Source: an optimization exercise on an open RTL-to-GDS flow (aim: small area, a short achievable clock period and few clock cycles per item). Production flows keep margins and buffers that such runs may drop. Only the layout flow was run in this run; the RTL was not checked for function there. Power is estimated from default activity; no workload was simulated.

**run.sh**
```bash
#!/bin/bash
# synth_recipe.tcl (not shown) runs the flow's synth.tcl, then flattens the netlist and writes it again
# the make line also repeats each setting of config.mk as NAME=value (left out here)
make -C /OpenROAD-flow-scripts/flow DESIGN_CONFIG=/design/flow/config.mk WORK_HOME=/design/flow/orfs CLKGATE_MAP_FILE= SYNTH_SCRIPT=/design/flow/synth_recipe.tcl finish
```
**config.mk**
```make
export PLATFORM = sky130hd
export DESIGN_NAME = tdn2_acc
export DESIGN_NICKNAME = tdn2_acc
export VERILOG_FILES = /design/flow/design.v
export SDC_FILE = /design/flow/constraint.sdc
export NUM_CORES = 4
export LEC_CHECK = 0
export CAP_MARGIN = 20
export CORE_MARGIN = 2
export CORE_UTILIZATION = 40
export SLEW_MARGIN = 20
```
**constraint.sdc**
```tcl
create_clock -name core_clock -period 12.0 [get_ports {clk}]
set_input_delay 2.4000 -clock core_clock [delete_from_list [all_inputs] [get_ports {clk}]]
set_output_delay 2.4000 -clock core_clock [all_outputs]
set_load 0.01 [all_outputs]
```
**design.v**
```verilog
module tdn2_div #(
    parameter integer STEPS = 4             
) (
    input  wire        clk,
    input  wire        clr,                 
    input  wire        restart,             
    input  wire [15:0] meas,
    input  wire [15:0] divisor,
    output wire        done,
    output wire [16:0] quotient
);
    localparam integer NC = 16 / STEPS;
    localparam integer CW = (NC > 1) ? $clog2(NC + 1) : 1;
    reg        pend;                         
    reg [CW-1:0] cnt;                        
    reg [15:0] rem;
    reg [16:0] q;
    assign done     = !pend && (cnt == {CW{1'b0}});
    assign quotient = q;
    wire [16:0] ld_diff = {1'b0, meas} - {1'b0, divisor};
    wire        ld_ge   = !ld_diff[16];
    wire        ld_sat  = ({1'b0, meas} >= {divisor, 1'b0});
    wire        ld_zero = (divisor == 16'd0);
    reg [15:0]       r;
    reg [16:0]       trial;
    reg [17:0]       diff;
    reg [STEPS-1:0]  qb;
    integer i;
    always @(*) begin
        r = rem;
        for (i = 0; i < STEPS; i = i + 1) begin
            trial = {r, 1'b0};
            diff  = {1'b0, trial} - {2'b00, divisor};
            qb[STEPS-1-i] = !diff[17];
            r = diff[17] ? trial[15:0] : diff[15:0];
        end
    end
    always @(posedge clk) begin
        if (clr) begin
            pend <= 1'b0;
            cnt  <= {CW{1'b0}};
            q    <= 17'd65535;
        end else if (restart) begin
            pend <= 1'b1;
            cnt  <= {CW{1'b0}};
        end else if (pend) begin
            pend <= 1'b0;
            if (ld_zero) begin
                q   <= 17'd65535;
            end else if (ld_sat) begin
                q   <= 17'h1FFFF;
            end else begin
                q   <= {16'd0, ld_ge};
                rem <= ld_ge ? ld_diff[15:0] : meas;
                cnt <= NC;
            end
        end else if (cnt != {CW{1'b0}}) begin
            cnt <= cnt - 1'b1;
            rem <= r;
            q   <= {q[16-STEPS:0], qb};
        end
    end
endmodule
module tdn2_acc (
    input  wire        clk,
    input  wire        rst,           
    input  wire        cmd_valid,
    output wire        cmd_ready,
    input  wire [23:0] cmd,
    input  wire        btn,           
    output reg         rsp_valid,
    output reg  [1:0]  rsp_status,
    output reg  [15:0] rsp_data,
    output reg         rly_auto,
    output reg         rly_dir,
    output reg         drv_pwr
);
    localparam [2:0]  GUST_WINDOW    = 3'd5;
    localparam [2:0]  WATER_ALM_TIME = 3'd4;
    localparam [6:0]  FOUR_HOURS     = 7'd100;
    localparam [15:0] POT_DELTA      = 16'd1000;
    localparam [15:0] THR_BIAS       = 16'd1000;
    localparam [15:0] THR_STEP       = 16'd1000;
    localparam [15:0] THR_MARGIN     = 16'd5000;
    localparam [2:0]  T_RELAY_SETTLE = 3'd2;
    localparam [2:0]  T_TRAVEL_UP    = 3'd6;
    localparam [2:0]  T_TRAVEL_DOWN  = 3'd4;
    localparam [2:0]  T_POST_SETTLE  = 3'd2;
    localparam [3:0]  WDG_ACK_RELOAD = 4'd12;
    localparam        DIR_UP_LEVEL   = 1'b1;
    localparam [2:0] OP_NOP = 3'd0, OP_SAMPLE = 3'd1, OP_RDFILT = 3'd2, OP_TICK1S = 3'd3,
                     OP_MOVE = 3'd4, OP_STEP = 3'd5, OP_WDGACK = 3'd6, OP_RDSTAT = 3'd7;
    localparam [1:0] ST_OK = 2'd0, ST_BUSY = 2'd1, ST_ILLEGAL = 2'd2;
    localparam [2:0] SQ_IDLE = 3'd0, SQ_SETTLE1 = 3'd1, SQ_TRAVEL = 3'd2,
                     SQ_SETTLE2 = 3'd3, SQ_WAITREL = 3'd4;
    localparam [1:0] CONT_NONE = 2'd0, CONT_RAISE = 2'd1, CONT_LOWER = 2'd2;
    localparam [1:0] RES_NONE = 2'd0, RES_COMPLETED = 2'd1, RES_INTERRUPTED = 2'd2;
    reg [15:0] filt0, filt1, filt2, filt3;
    reg [15:0] prev0, prev1;
    reg [2:0]  gt0, gt1;
    reg        gnext;
    reg [15:0] threshold, setpoint, sp_d2, minimum_seen;    
    reg        is_down, is_auto;
    reg [6:0]  auto_down_timer;
    reg [2:0]  water_alarm_count;
    reg [3:0]  alarm_flags;
    reg [2:0]  seq;
    reg [2:0]  seq_cnt;
    reg        seq_dir, seq_pressed;
    reg [1:0]  seq_cont, last_result;
    reg [3:0]  wdg_ack;
    reg        rdy;           
    reg        v1;            
    reg        lg1;           
    reg [2:0]  op1;
    reg [1:0]  ch1;
    reg [15:0] raw1;
    reg        btn1;
    reg        tw;            
    assign cmd_ready = rdy;
    wire accept = cmd_valid && rdy;
    reg legal_in;
    always @(*) begin
        case (cmd[23:20])
            4'd0:    legal_in = (cmd[19:0] == 20'd0);
            4'd1:    legal_in = (cmd[17:16] == 2'd0);
            4'd2:    legal_in = (cmd[17:0] == 18'd0);
            4'd3:    legal_in = (cmd[19:2] == 18'd0);
            4'd4:    legal_in = (cmd[19:1] == 19'd0);
            4'd5:    legal_in = (cmd[19:0] == 20'd0);
            4'd6:    legal_in = (cmd[19:0] == 20'd0);
            4'd7:    legal_in = (cmd[19:5] == 15'd0);
            default: legal_in = 1'b0;
        endcase
    end
    wire busy = (seq != SQ_IDLE);
    wire x_ok = v1 && lg1;
    wire is_sample = x_ok && (op1 == OP_SAMPLE);
    wire is_tick   = x_ok && (op1 == OP_TICK1S);
    wire is_step   = x_ok && (op1 == OP_STEP);
    reg [15:0] y;
    always @(*) begin
        case (ch1)
            2'd0: y = filt0;
            2'd1: y = filt1;
            2'd2: y = filt2;
            default: y = filt3;
        endcase
    end
    wire [15:0] s_prev = ch1[0] ? prev1 : prev0;
    wire [15:0] s_ad   = (raw1 > s_prev) ? raw1 - s_prev : s_prev - raw1;
    wire [26:0] acc_s  = {y, 11'd0} - {11'd0, y} + {11'd0, s_ad};
    wire [25:0] acc_f  = {y, 10'd0} - {8'd0, y, 2'd0} - {10'd0, y} + {8'd0, raw1, 2'd0} + {10'd0, raw1};
    wire [15:0] s_new  = ch1[1] ? acc_f[25:10] : acc_s[26:11];
    wire        wdg_fire = is_step && !busy && (wdg_ack == 4'd0);
    wire        div_done;
    wire [16:0] wd;
    tdn2_div #(.STEPS(4)) u_div (
        .clk      (clk),
        .clr      (rst || wdg_fire),
        .restart  (is_sample && !ch1[1]),
        .meas     (filt1),
        .divisor  (filt0),
        .done     (div_done),
        .quotient (wd)
    );
    wire [4:0]  idx = raw1[4:0];
    wire [1:0]  n_active = {1'b0, gt0 != 3'd0} + {1'b0, gt1 != 3'd0};
    wire [15:0] status_word = {1'b0, drv_pwr, rly_dir, rly_auto, last_result, seq_cont,
                               seq_pressed, seq_dir, seq, busy, is_auto, is_down};
    wire [15:0] alarm_word  = {9'd0, water_alarm_count, alarm_flags};
    wire [15:0] gust_word   = {7'd0, gnext, 6'd0, n_active};
    reg        rd_ok;
    reg [15:0] rd_val;
    always @(*) begin
        rd_ok  = 1'b1;
        rd_val = 16'd0;
        case (idx)
            5'd0:  rd_val = status_word;
            5'd1:  rd_val = alarm_word;
            5'd2:  rd_val = threshold;
            5'd3:  rd_val = setpoint;
            5'd4:  rd_val = setpoint;
            5'd5:  rd_val = sp_d2;
            5'd6:  rd_val = minimum_seen;
            5'd7:  rd_val = {9'd0, auto_down_timer};
            5'd8:  rd_val = {13'd0, seq_cnt};
            5'd9:  rd_val = {12'd0, wdg_ack};
            5'd10: rd_val = gust_word;
            5'd11: rd_val = prev0;
            5'd12: rd_val = prev1;
            5'd16: rd_val = {13'd0, gt0};
            5'd17: rd_val = {13'd0, gt1};
            default: rd_ok = 1'b0;
        endcase
    end
    wire t_wp  = raw1[0];
    wire t_bp  = raw1[1];
    wire t_btn = btn1;
    reg        water_pre, water_alarm, wind_alarm, alarm;
    reg [15:0] sp, thr;
    reg [15:0] n_threshold, n_minimum_seen;
    reg        n_is_down, n_is_auto;
    reg [6:0]  n_auto_down_timer;
    reg [2:0]  n_wac;
    reg [2:0]  n_gt0, n_gt1;
    reg        n_gnext;
    reg [1:0]  act;
    reg        refused;
    reg        start_mv, start_dir;
    reg [1:0]  start_cont;
    reg [15:0] sp_diff;
    reg [16:0] wd_bias;
    always @(*) begin
        n_is_down         = is_down;
        n_is_auto         = is_auto;
        n_wac             = water_alarm_count;
        n_gnext           = gnext;
        n_auto_down_timer = auto_down_timer;
        n_gt0             = gt0;
        n_gt1             = gt1;
        if (t_bp) begin
            n_is_auto = 1'b0;
            n_is_down = 1'b1;
            n_wac     = 3'd0;
            n_gt0     = 3'd0;
            n_gt1     = 3'd0;
            n_gnext   = 1'b0;
        end
        water_pre = (wd < {1'b0, threshold});
        sp        = filt3;
        thr       = threshold;
        sp_diff   = (sp > sp_d2) ? sp - sp_d2 : sp_d2 - sp;
        if (sp_diff > POT_DELTA) thr = sp;
        n_minimum_seen = minimum_seen;
        wd_bias = 17'd0;
        if (n_is_down) begin
            if (t_bp) begin
                wd_bias = (wd > {1'b0, THR_BIAS}) ? wd - {1'b0, THR_BIAS} : 17'd0;
                thr     = (wd_bias < {1'b0, sp}) ? wd_bias[15:0] : sp;
            end else begin
                if (thr < sp) begin
                    if ({1'b0, wd} >= {2'b00, sp} + {2'b00, THR_MARGIN})
                        thr = ({1'b0, thr} + {1'b0, THR_STEP} < {1'b0, sp}) ? thr + THR_STEP : sp;
                end else begin
                    thr = sp;
                end
                n_minimum_seen = 16'hFFFF;
            end
        end else if (n_is_auto) begin
            if (wd < {1'b0, minimum_seen}) n_minimum_seen = wd[15:0];
            thr = {1'b0, sp[15:1]} + {1'b0, n_minimum_seen[15:1]};
        end else begin
            thr = sp;
        end
        n_threshold = thr;
        if (water_pre)
            n_wac = (n_wac + 3'd1 < WATER_ALM_TIME) ? n_wac + 3'd1 : WATER_ALM_TIME;
        else
            n_wac = 3'd0;
        water_alarm = (n_wac >= WATER_ALM_TIME);
        if (n_gt0 != 3'd0) n_gt0 = n_gt0 - 3'd1;
        if (n_gt1 != 3'd0) n_gt1 = n_gt1 - 3'd1;
        wind_alarm = 1'b0;
        if (t_wp) begin
            if (n_gt0 != 3'd0 && n_gt1 != 3'd0) begin
                wind_alarm = 1'b1;
            end else if (n_gnext == 1'b0) begin
                if (n_gt0 == 3'd0) begin n_gt0 = GUST_WINDOW; n_gnext = 1'b1; end
                else               begin n_gt1 = GUST_WINDOW; n_gnext = 1'b0; end
            end else begin
                if (n_gt1 == 3'd0) begin n_gt1 = GUST_WINDOW; n_gnext = 1'b0; end
                else               begin n_gt0 = GUST_WINDOW; n_gnext = 1'b1; end
            end
        end
        alarm      = water_alarm || wind_alarm;
        act        = 2'd0;
        refused    = 1'b0;
        start_mv   = 1'b0;
        start_dir  = 1'b0;
        start_cont = CONT_NONE;
        if (n_is_down && alarm) begin
            act        = 2'd1;
            start_mv   = 1'b1;
            start_dir  = 1'b1;
            start_cont = CONT_RAISE;
        end else if (!n_is_down && alarm) begin
            n_auto_down_timer = FOUR_HOURS;
        end else if (!n_is_down && n_is_auto) begin
            if (n_auto_down_timer != 7'd0) n_auto_down_timer = n_auto_down_timer - 7'd1;
            if (n_auto_down_timer == 7'd0) begin
                act        = 2'd2;
                start_mv   = 1'b1;
                start_dir  = 1'b0;
                start_cont = CONT_LOWER;
            end
        end
        if (start_mv && t_btn) begin
            refused   = 1'b1;
            n_is_auto = 1'b0;
            n_is_down = 1'b1;
            n_wac     = 3'd0;
            n_gt0     = 3'd0;
            n_gt1     = 3'd0;
            n_gnext   = 1'b0;
        end
    end
    wire [2:0] st_cnt_dec = seq_cnt - 3'd1;
    wire       tick_fin   = (v1 && op1 == OP_TICK1S && !(lg1 && !busy && !div_done)) ||
                            (tw && div_done);
    task reset_state;
        begin
            filt0 <= 16'd0; filt1 <= 16'd0; filt2 <= 16'd0; filt3 <= 16'd0;
            prev0             <= 16'd0;
            prev1             <= 16'd0;
            gt0               <= 3'd0;
            gt1               <= 3'd0;
            gnext             <= 1'b0;
            threshold         <= 16'd0;
            setpoint          <= 16'd0;
            sp_d2             <= 16'd0;
            minimum_seen      <= 16'hFFFF;
            is_down           <= 1'b1;
            is_auto           <= 1'b1;
            auto_down_timer   <= 7'd0;
            water_alarm_count <= 3'd0;
            alarm_flags       <= 4'd0;
            seq               <= SQ_IDLE;
            seq_cnt           <= 3'd0;
            seq_dir           <= 1'b0;
            seq_pressed       <= 1'b0;
            seq_cont          <= CONT_NONE;
            last_result       <= RES_NONE;
            rly_auto          <= 1'b0;
            rly_dir           <= 1'b0;
            drv_pwr           <= 1'b0;
            wdg_ack           <= WDG_ACK_RELOAD;
        end
    endtask
    task start_sequence;
        input       dir;
        input [1:0] cont;
        begin
            rly_auto    <= 1'b1;
            rly_dir     <= dir ? DIR_UP_LEVEL : ~DIR_UP_LEVEL;
            seq         <= SQ_SETTLE1;
            seq_cnt     <= T_RELAY_SETTLE;
            seq_dir     <= dir;
            seq_pressed <= 1'b0;
            seq_cont    <= cont;
            last_result <= RES_NONE;
        end
    endtask
    task finish_sequence;
        input [1:0] res;
        begin
            rly_auto    <= 1'b0;
            rly_dir     <= 1'b0;
            drv_pwr     <= 1'b0;
            last_result <= res;
            seq         <= SQ_IDLE;
            seq_cnt     <= 3'd0;
            seq_dir     <= 1'b0;
            seq_pressed <= 1'b0;
            seq_cont    <= CONT_NONE;
            if (seq_cont != CONT_NONE) begin
                if (res == RES_COMPLETED) begin
                    if (seq_cont == CONT_RAISE) begin
                        is_down         <= 1'b0;
                        auto_down_timer <= FOUR_HOURS;
                    end else begin
                        is_down <= 1'b1;
                    end
                end else begin
                    is_auto <= 1'b0;
                    is_down <= 1'b1;
                end
                water_alarm_count <= 3'd0;
                gt0   <= 3'd0;
                gt1   <= 3'd0;
                gnext <= 1'b0;
            end
        end
    endtask
    task respond;
        input [1:0]  st;
        input [15:0] d;
        begin
            rsp_valid  <= 1'b1;
            rsp_status <= st;
            rsp_data   <= d;
        end
    endtask
    always @(posedge clk) begin
        op1 <= cmd[22:20];
        ch1 <= cmd[19:18];
        lg1 <= legal_in;
        raw1[15:2] <= cmd[15:2];
        if (rdy) begin
            raw1[1:0] <= cmd[1:0];
            btn1      <= btn;
        end
    end
    always @(posedge clk) begin
        if (rst) begin
            reset_state;
            rdy        <= 1'b1;
            v1         <= 1'b0;
            tw         <= 1'b0;
            rsp_valid  <= 1'b0;
            rsp_status <= ST_OK;
            rsp_data   <= 16'd0;
        end else begin
            rsp_valid <= 1'b0;
            v1        <= accept;
            if (v1 && !lg1) begin
                respond(ST_ILLEGAL, 16'd0);
            end else if (x_ok || tw) begin
                if (tw || op1 == OP_TICK1S) begin
                    if (!tw && busy) begin
                        respond(ST_BUSY, 16'd0);
                    end else if (!div_done) begin
                        tw <= 1'b1;
                    end else begin
                        tw                <= 1'b0;
                        wdg_ack           <= WDG_ACK_RELOAD;
                        is_down           <= n_is_down;
                        is_auto           <= n_is_auto;
                        water_alarm_count <= n_wac;
                        gt0               <= n_gt0;
                        gt1               <= n_gt1;
                        gnext             <= n_gnext;
                        threshold         <= n_threshold;
                        setpoint          <= sp;
                        sp_d2             <= setpoint;
                        minimum_seen      <= n_minimum_seen;
                        auto_down_timer   <= n_auto_down_timer;
                        alarm_flags       <= {t_wp, water_pre, wind_alarm, water_alarm};
                        if (refused)
                            last_result <= RES_INTERRUPTED;
                        if (start_mv && !refused)
                            start_sequence(start_dir, start_cont);
                        respond(ST_OK, {9'd0, refused, act, t_wp, water_pre, wind_alarm, water_alarm});
                    end
                end else begin
                    case (op1)
                    OP_NOP: respond(ST_OK, 16'd0);
                    OP_SAMPLE: begin
                        case (ch1)
                            2'd0: filt0 <= s_new;
                            2'd1: filt1 <= s_new;
                            2'd2: filt2 <= s_new;
                            default: filt3 <= s_new;
                        endcase
                        if (ch1 == 2'd0) prev0 <= raw1;
                        if (ch1 == 2'd1) prev1 <= raw1;
                        respond(ST_OK, s_new);
                    end
                    OP_RDFILT: respond(ST_OK, y);
                    OP_MOVE: begin
                        if (busy) begin
                            respond(ST_BUSY, 16'd0);
                        end else begin
                            wdg_ack <= WDG_ACK_RELOAD;
                            if (btn1) begin
                                last_result <= RES_INTERRUPTED;
                                respond(ST_OK, {14'd0, RES_INTERRUPTED});
                            end else begin
                                start_sequence(raw1[0], CONT_NONE);
                                respond(ST_OK, 16'd0);
                            end
                        end
                    end
                    OP_STEP: begin
                        if (!busy) begin
                            if (wdg_ack == 4'd0) begin
                                reset_state;
                                respond(ST_OK, 16'h0008);
                            end else begin
                                wdg_ack <= wdg_ack - 4'd1;
                                respond(ST_OK, 16'd0);
                            end
                        end else begin
                            wdg_ack <= WDG_ACK_RELOAD;
                            case (seq)
                            SQ_SETTLE1: begin
                                seq_cnt <= st_cnt_dec;
                                if (st_cnt_dec == 3'd0) begin
                                    drv_pwr <= 1'b1;
                                    seq     <= SQ_TRAVEL;
                                    seq_cnt <= seq_dir ? T_TRAVEL_UP : T_TRAVEL_DOWN;
                                end
                                respond(ST_OK, 16'd0);
                            end
                            SQ_TRAVEL: begin
                                if (btn1) begin
                                    seq_pressed <= 1'b1;
                                    drv_pwr     <= 1'b0;
                                    seq         <= SQ_SETTLE2;
                                    seq_cnt     <= T_POST_SETTLE;
                                end else begin
                                    seq_cnt <= st_cnt_dec;
                                    if (st_cnt_dec == 3'd0) begin
                                        drv_pwr <= 1'b0;
                                        seq     <= SQ_SETTLE2;
                                        seq_cnt <= T_POST_SETTLE;
                                    end
                                end
                                respond(ST_OK, 16'd0);
                            end
                            SQ_SETTLE2: begin
                                seq_cnt <= st_cnt_dec;
                                if (st_cnt_dec == 3'd0) begin
                                    if (!seq_pressed) begin
                                        finish_sequence(RES_COMPLETED);
                                        respond(ST_OK, 16'h0005);
                                    end else if (!btn1) begin
                                        finish_sequence(RES_INTERRUPTED);
                                        respond(ST_OK, 16'h0006);
                                    end else begin
                                        seq <= SQ_WAITREL;
                                        respond(ST_OK, 16'd0);
                                    end
                                end else begin
                                    respond(ST_OK, 16'd0);
                                end
                            end
                            default: begin  
                                if (!btn1) begin
                                    finish_sequence(RES_INTERRUPTED);
                                    respond(ST_OK, 16'h0006);
                                end else begin
                                    respond(ST_OK, 16'd0);
                                end
                            end
                            endcase
                        end
                    end
                    OP_WDGACK: begin
                        wdg_ack <= WDG_ACK_RELOAD;
                        respond(ST_OK, 16'd0);
                    end
                    default: begin  
                        if (rd_ok) respond(ST_OK, rd_val);
                        else       respond(ST_ILLEGAL, 16'd0);
                    end
                    endcase
                end
            end
            if (accept && cmd[23:20] == 4'd3)
                rdy <= 1'b0;
            else if (tick_fin)
                rdy <= 1'b1;
        end
    end
endmodule
```
==> run summary <==
[report_power, final]
group | total [mW] | switching [mW] | internal [mW]
Combinational | 8.31 | 4.70 | 3.61
Sequential | 1.38 | 0.0845 | 1.30
Clock | 1.10 | 0.461 | 0.642
[logic make-up (layout without fill, tap and decap cells)]
family	after synthesis	in the layout
adders and majority gates	399	399
muxes	116	116
xor gates and xnor gates	159	159
and+or+nand+nor	1125	1125
buffers and inverters	410	405
AOI/OAI and AO/OA	1149	1149
DFF	284	284
[routing by layer]
| layer | part of all wire | track usage | vias to the layer above |
|---|---|---|---|
| met2 | 0.44 | 0.444 | 1093 |
| met3 | 0.066 | 0.0413 | 247 |
| met4 | 0.053 | 0.129 | 0 |
| li1 | - | - | 13200 |
| met5 | 0 | 0 | - |
| met1 | 0.44 | 0.367 | 13300 |
[worst max path at each step]
| stage | from | to | slack [ps] | cells after the start |
|---|---|---|---|---|
| 2_1_floorplan | filt0[1] | u_div.rem[7] | 1970 | 46 |
| 3_3_place_gp | filt0[2] | u_div.rem[7] | 830 | 41 |
| 4_1_cts | filt0[1] | u_div.rem[7] | 590 | 41 |
| 3_5_place_dp | filt0[1] | u_div.rem[7] | 650 | 41 |
| 5_1_grt | filt0[1] | u_div.rem[7] | 60 | 41 |
| 6_report | filt0[1] | u_div.rem[1] | 960 | 41 |
[Yosys cell counts (35+ instances only)]
cell                       instances  area share
sky130_fd_sc_hd__o21ai_0         210       0.037
sky130_fd_sc_hd__o211ai_1         35      0.0092
sky130_fd_sc_hd__nor3_1           71       0.012
sky130_fd_sc_hd__mux2i_1          63       0.022
sky130_fd_sc_hd__nor2_1          286       0.038
sky130_fd_sc_hd__or3_1            35      0.0077
sky130_fd_sc_hd__ha_1            347        0.15
sky130_fd_sc_hd__a21oi_1         342       0.060
sky130_fd_sc_hd__dfxtp_1         265        0.19
sky130_fd_sc_hd__a22oi_1          51       0.013
sky130_fd_sc_hd__xor2_1           58       0.018
sky130_fd_sc_hd__nor2b_1          45      0.0099
sky130_fd_sc_hd__xnor2_1         101       0.031
sky130_fd_sc_hd__a21o_1          116       0.031
sky130_fd_sc_hd__clkbuf_1        157       0.021
sky130_fd_sc_hd__nand2_1         405       0.053
sky130_fd_sc_hd__o21a_1           45       0.012
sky130_fd_sc_hd__inv_1           224       0.030
sky130_fd_sc_hd__fa_1             51       0.036
sky130_fd_sc_hd__nand3_1          91       0.016
[layout make-up]
cell class | instances | area [sq um] | area share
Inverter | 228 | 856 | 0.0275
Clock buffer | 47 | 1010 | 0.0326
Multi-Input combinational cell | 2948 | 21100 | 0.677
Sequential cell | 284 | 5880 | 0.189
Tap cell | 940 | 1180 | 0.0378
Timing Repair Buffer | 114 | 982 | 0.0316
Clock inverter | 16 | 158 | 0.00507
[metrics by stage]
stage	util	std cells	cell area, sq um	worst slack [ps]
final	0.443	4577	31100	958
after global routing	0.443	4577	31100	55.6
after CTS	0.443	4577	31100	589
after detailed placement	0.426	4514	29900	645
after global placement	0.426	4514	29900	834
after floorplan	-	3642	28500	1970
[flip-flops by register name, summed over array words and instances, names as in the netlist, 4 cells and up]
name	count
wdg_ack	4
setpoint	16
alarm_flags	4
threshold	16
rsp_data	16
filt2	16
raw1	16
prev1	16
prev0	16
u_div.rem	16
auto_down_timer	7
filt3	16
filt0	16
u_div.q	17
filt1	16
minimum_seen	16
sp_d2	16
[critical path, delay by kind of cell, from the launching register on]
family	cells	cell delay, ps
buffers and inverters	2	560
muxes	2	750
AOI/OAI and AO/OA	29	6020
and+or+nand+nor	4	1640
adders and majority gates	4	1270
DFF	1	500
==> run summary <==
- Result of the run: no timing/DRC/antenna violations
- Multiplexer share of the synthesized area: 0.0500
- Measured slew at the worst slew-check pin: 1100 ps
- WP data arrival: 11330 ps
- Setup repair after global routing missed its margin: false
- Hold violation total from the final report: 0
- Diode insertion count for antenna repair: 0
- Final layout net count: 4037
- Count of vias placed by the detailed router: 27900
- Number of post-CTS setup repair buffers: 0
- Main flop type after synthesis: sky130_fd_sc_hd__dfxtp_1
- Number of resized instances in the post-cts repair step: 0
- Endpoint kind of the worst setup timing path: flop
- Slowest-stage cell, CP: sky130_fd_sc_hd__or3_2
- Leading cell types in the layout, fill and taps excluded: sky130_fd_sc_hd__nand2_1 (405), sky130_fd_sc_hd__ha_1 (347), sky130_fd_sc_hd__a21oi_1 (342), sky130_fd_sc_hd__nor2_1 (284), sky130_fd_sc_hd__dfxtp_1 (263)
- Clock latency on the worst-skew pair: 580 ps
- Post-synthesis cell area: 28500 sq um
- Fraction of synthesis flops using an asynchronous set or reset pin: 0
- Cell repeated most along the worst path: sky130_fd_sc_hd__a21o_1
- Count of endpoints failing setup in the final report: 0
- Warnings from Yosys: 2
- Detail Route Antenna Nets: 0
- Via density: 6.09
- Total power density per cell area: 347 nW/um^2
- Number of rows in the core area: 97
- Clock root buffer: sky130_fd_sc_hd__clkbuf_16
- Cell count after synthesis: 3642
- Total Routed Length: 104000 um
- Start point of the worst min-delay path: filt2[4]
- Synth Net Count: 4068
- Final hold slack: 453 ps
- Simple-Gate Fraction of Synth Area: 0.183
- Maximum fanout count along the critical path: 28
- R2r endpoint: u_div.rem[1]
- Worst slew margin: 0.265
- Routability Congestion: 0.980
- Startpoint of the most critical register-to-register path: filt0[1]
- Clock transition at the registers of the reported paths: 60 ps
- Number of buffers added by the clock tree synthesis step: 35
- Max IR drop VDD: 722 uV
- Worst clock skew on the final layout: 35.2 ps
- Hold Path Depth: 2
- HPWL reported at the end of detailed placement: 80100 um
- Worst setup path class: flop to flop
- GRT Resource Usage Total: 0.277
- Startpoint type of the worst setup path: flop
- Overall die width: 271 um
- Number of enable flip-flop cells after synthesis: 19
- Required time of the critical path: 12290 ps
- Total of buffers placed on input and output ports: 50
- XOR/XNOR share of the synthesized area: 0.0489
- Hold Path Class: flop to flop
- Number of H-tree branching levels: 2
- Wire length of the first global-routing pass: 160000 um
- F_max: 0.0906 GHz
- Num Clock Sinks: 284
- Antenna violations before repair: 0
- Initial core utilization: 0.405
- Core area: 70300 sq um
- Largest family of logic cells by synthesized area: compound AO/OA/AOI/OAI gates
- Max Cap Violations: 0
- Die Area: 73300 sq um
- Number of max-slew violations in the final report: 0
- Buffers from clock root to sink, at most: 3
- Layout filler cell count: 7047
- R2R cell count: 41
- Adder-Cell Fraction of Synth Area: 0.189
- Total I/O pin count: 51
- Final cycle utilization of the critical path: 0.920
- CTS tree: yes
- Layout area overhead: 9.38%
- Die Height: 271 um
- Global route total overflow: 0
- Sequential cell area fraction in the yosys report: 0.206
- Netlist cell types: 107
- Internal reg-to-reg setup slack: 960 ps
- Post-CTS Hold Fix Bufs: 0
- DR iter-0 viols: 2777
- Sum of negative setup slack: 0 ps
- Number of global-route vias before repair: 26400
- Pre-Repair DR Iteration Count: 8
- Final period demand of the worst path: 11040 ps
- Commonest non-fill, non-tap cell in the layout: sky130_fd_sc_hd__nand2_1
- Maximum number of pins on one net before global-route repair: 84
- Worst-case hold path end point: filt2[4]
- Leak pwr: 12.6 nW
- Per-cell routed wire length: 22.7 um
- Post-detailed-route DRC marker count: 0
- Max stage delay on crit path: 650 ps
- Share of the synthesized area in compound gates (AO/OA/AOI/OAI): 0.267
- FF+latch count, synth: 284
- Power after layout: 10.8 mW
- Layout cell share with drive strength beyond 1: 0.0635
- Post-synthesis average cell area: 7.81 sq um

-- re-timing with driven ports --
In the flow no input, the clock included, has a driving cell. The finished layout below was timed again as built, in two steps. Step 1: set_driving_cell puts a clkbuf_16 on clk and a buf_2 on each other input, an assumption about the parent block. Step 2 moves the port delays by t, midway between the first and last clock arrival at a register: inputs arrive t later, outputs are due t later. That takes back most of the time a late clock gives input paths. Three values: ideal ports, drivers, drivers and shift; two values: the first two.
t, ns: 0.627
setup WS [ns]: 0.958 / 0.958 / 0.958
hold WS [ns]: 0.453 / 0.453 / 0.453
worst setup path at the end: register to register
After both steps setup and hold are still met in this run. The setup slack of this run moves by 0.000 ns with the drivers and by 0.000 ns with both steps.
